What follows belongs to an exercise in optimizing a design on an open flow for small area, a short achievable clock period and few clock cycles per item; a production flow would make more cautious choices.
No activity file was given, so power comes from the tool's default toggle rates.

== main ==
## og_fadd
module og_fadd (
    input  wire        clk,
    input  wire        rst,         
    input  wire        in_valid,
    input  wire [63:0] a,
    input  wire [63:0] b,
    output reg         out_valid,
    output reg  [63:0] y,
    output reg         nf
);
    wire [10:0] ea_in = a[62:52];
    wire [10:0] eb_in = b[62:52];
    wire [10:0] dab  = ea_in - eb_in;
    wire [10:0] dba  = eb_in - ea_in;
    reg        v0;
    reg [63:0] a0, b0;
    reg        swap0;           
    reg [5:0]  shab0, shba0;    
    always @(posedge clk) begin
        if (rst) v0 <= 1'b0;
        else     v0 <= in_valid;
        a0    <= a;
        b0    <= b;
        swap0 <= (b[62:52] > a[62:52]);
        shab0 <= dab[5:0] | {6{|dab[10:6]}};
        shba0 <= dba[5:0] | {6{|dba[10:6]}};
    end
    wire [10:0] ea = a0[62:52];
    wire [10:0] eb = b0[62:52];
    wire        ha = |ea;
    wire        hb = |eb;
    wire [10:0] ea1 = {ea[10:1], ea[0] | ~ha};
    wire [10:0] eb1 = {eb[10:1], eb[0] | ~hb};
    wire        swap = swap0;
    wire [10:0] xl   = swap ? eb1 : ea1;
    wire [52:0] ml   = swap ? {hb, b0[51:0]} : {ha, a0[51:0]};
    wire [52:0] ms   = swap ? {ha, a0[51:0]} : {hb, b0[51:0]};
    wire        sub  = a0[63] ^ b0[63];
    wire [10:0] eam1 = ea - 11'd1;
    wire [10:0] ebm1 = eb - 11'd1;
    wire [5:0]  cam1 = eam1[5:0] | {6{|eam1[10:6]}};
    wire [5:0]  cbm1 = ebm1[5:0] | {6{|ebm1[10:6]}};
    wire [5:0]  shab = hb ? shab0 : (ha ? cam1 : 6'd0);
    wire [5:0]  shba = ha ? shba0 : (hb ? cbm1 : 6'd0);
    wire [5:0]  sh   = swap ? shba : shab;
    wire        ee  = (ea == eb);
    wire        sgt = ee & (b0[51:0] > a0[51:0]);    
    wire        rev = sub & sgt;
    wire        eq  = ee & (b0[51:0] == a0[51:0]);
    wire        sl  = (swap ? b0[63] : a0[63]) ^ rev;
    wire [55:0] x0 = {ms, 3'b000};
    wire [55:0] x1 = sh[5] ? {32'd0, x0[55:32]} : x0;
    wire        t1 = sh[5] & (|x0[31:0]);
    wire [55:0] x2 = sh[4] ? {16'd0, x1[55:16]} : x1;
  ...
Size in the first run: roughly 280 flip-flops, roughly 200 I/O pins.
export LEC_CHECK = 0
export ABC_AREA = 1
export ABC_CLOCK_PERIOD_IN_PS = 12000
export CAP_MARGIN = 20
export CORE_MARGIN = 2
export CORE_UTILIZATION = 55
export SETUP_SLACK_MARGIN = 1.0
export SLEW_MARGIN = 20
export SYNTH_HIERARCHICAL = 1
create_clock -name core_clock -period 24.0 [get_ports {clk}]
standard.sh (not shown) runs the stock make flow with config.mk's settings and CLKGATE_MAP_FILE= SYNTH_SCRIPT=/design/flow/synth_recipe.tcl, a recipe that flattens the netlist after the stock synthesis.
==> flow/flow/run.sh <==
#!/bin/bash
# The standard ORFS flow (the standard.sh) with a few settings changed:
#  - timing repair aims for a larger setup margin (flow/margin.txt), so the
#    layout is optimised for a shorter achieved period;
#  - extra make settings from flow/extra.txt (one VAR=value per line).
# The clock, constraints and synthesis are the standard flow's own, unchanged.
set -euo pipefail
M=$(cat flow/margin.txt)
ARGS=()
if [[ -f flow/extra.txt ]]; then
  while IFS= read -r line; do [[ -n "$line" ]] && ARGS+=("$line"); done < flow/extra.txt
fi
# run standard.sh's make line with the changed margin and the extra settings
sed -E "s/SETUP_SLACK_MARGIN=[-0-9.]+/SETUP_SLACK_MARGIN=$M/" standard.sh > standard_mod.sh
bash standard_mod.sh "${ARGS[@]}" finish > flow_make.log 2>&1
==> flow/flow/extra.txt <==
BUFFER_PORTS_ARGS=-buffer_cell sky130_fd_sc_hd__buf_1
==> flow/flow/margin.txt <==
18
Both conditions hold for main: the flow ran to the end and the final layout passed the timing, DRC and antenna checks.
#### Input delta (the feature branch over main)
Settings: putting CTS_BUF_LIST at sky130_fd_sc_hd__clkbuf_8 sky130_fd_sc_hd__clkbuf_4 where nothing was set.
## What came out
The feature branch reached the end of the flow, and the finished layout is clean on the timing, DRC and antenna checks.
In terms of via count, the feature branch and main differ only marginally.
Diff main and the feature branch: CTS H-tree depth higher in the feature branch
Post-layout worst setup margin (the feature branch over main): increase, 0.0068 ns
Diff main -> the feature branch | total design power | up slightly
On net load switching power: between main and the feature branch, it ends up higher for main.
Function was not checked in any run of this note: the RTL went through the layout flow alone.

-- afterwards: timing with drivers on the ports --
No port has a modelled driver above. Below, the same layouts with a new extraction and two added sets of constraints.
Step 1 (the two cells are an assumption about what drives the block):
set clk [get_ports {clk}]
set_driving_cell -lib_cell sky130_fd_sc_hd__clkbuf_16 $clk
set_driving_cell -lib_cell sky130_fd_sc_hd__buf_2 [delete_from_list [all_inputs] $clk]
Step 2 adds t to the input delays and takes it off the output delays; t is the mean of the earliest and latest rising clock arrival at the registers after step 1. Input paths then give back, and output paths get back, about the clock's delay inside the block.
a / b / c = no drivers / after step 1 / after step 2; a / b = the first two.
run | t (ns) | setup WS [ns] | worst hold slack (ns)
main | 0.630 | 17.538 / 17.537 / 16.907 | 0.336 / 0.336 / 0.336
the feature branch | 0.660 | 17.544 / 17.552 / 16.892 | 0.333 / 0.333 / 0.333
After both steps setup and hold are still met in every run listed. For the feature branch, which loses most, drivers alone change the setup slack by +0.008 ns; drivers and shift together by -0.652 ns.
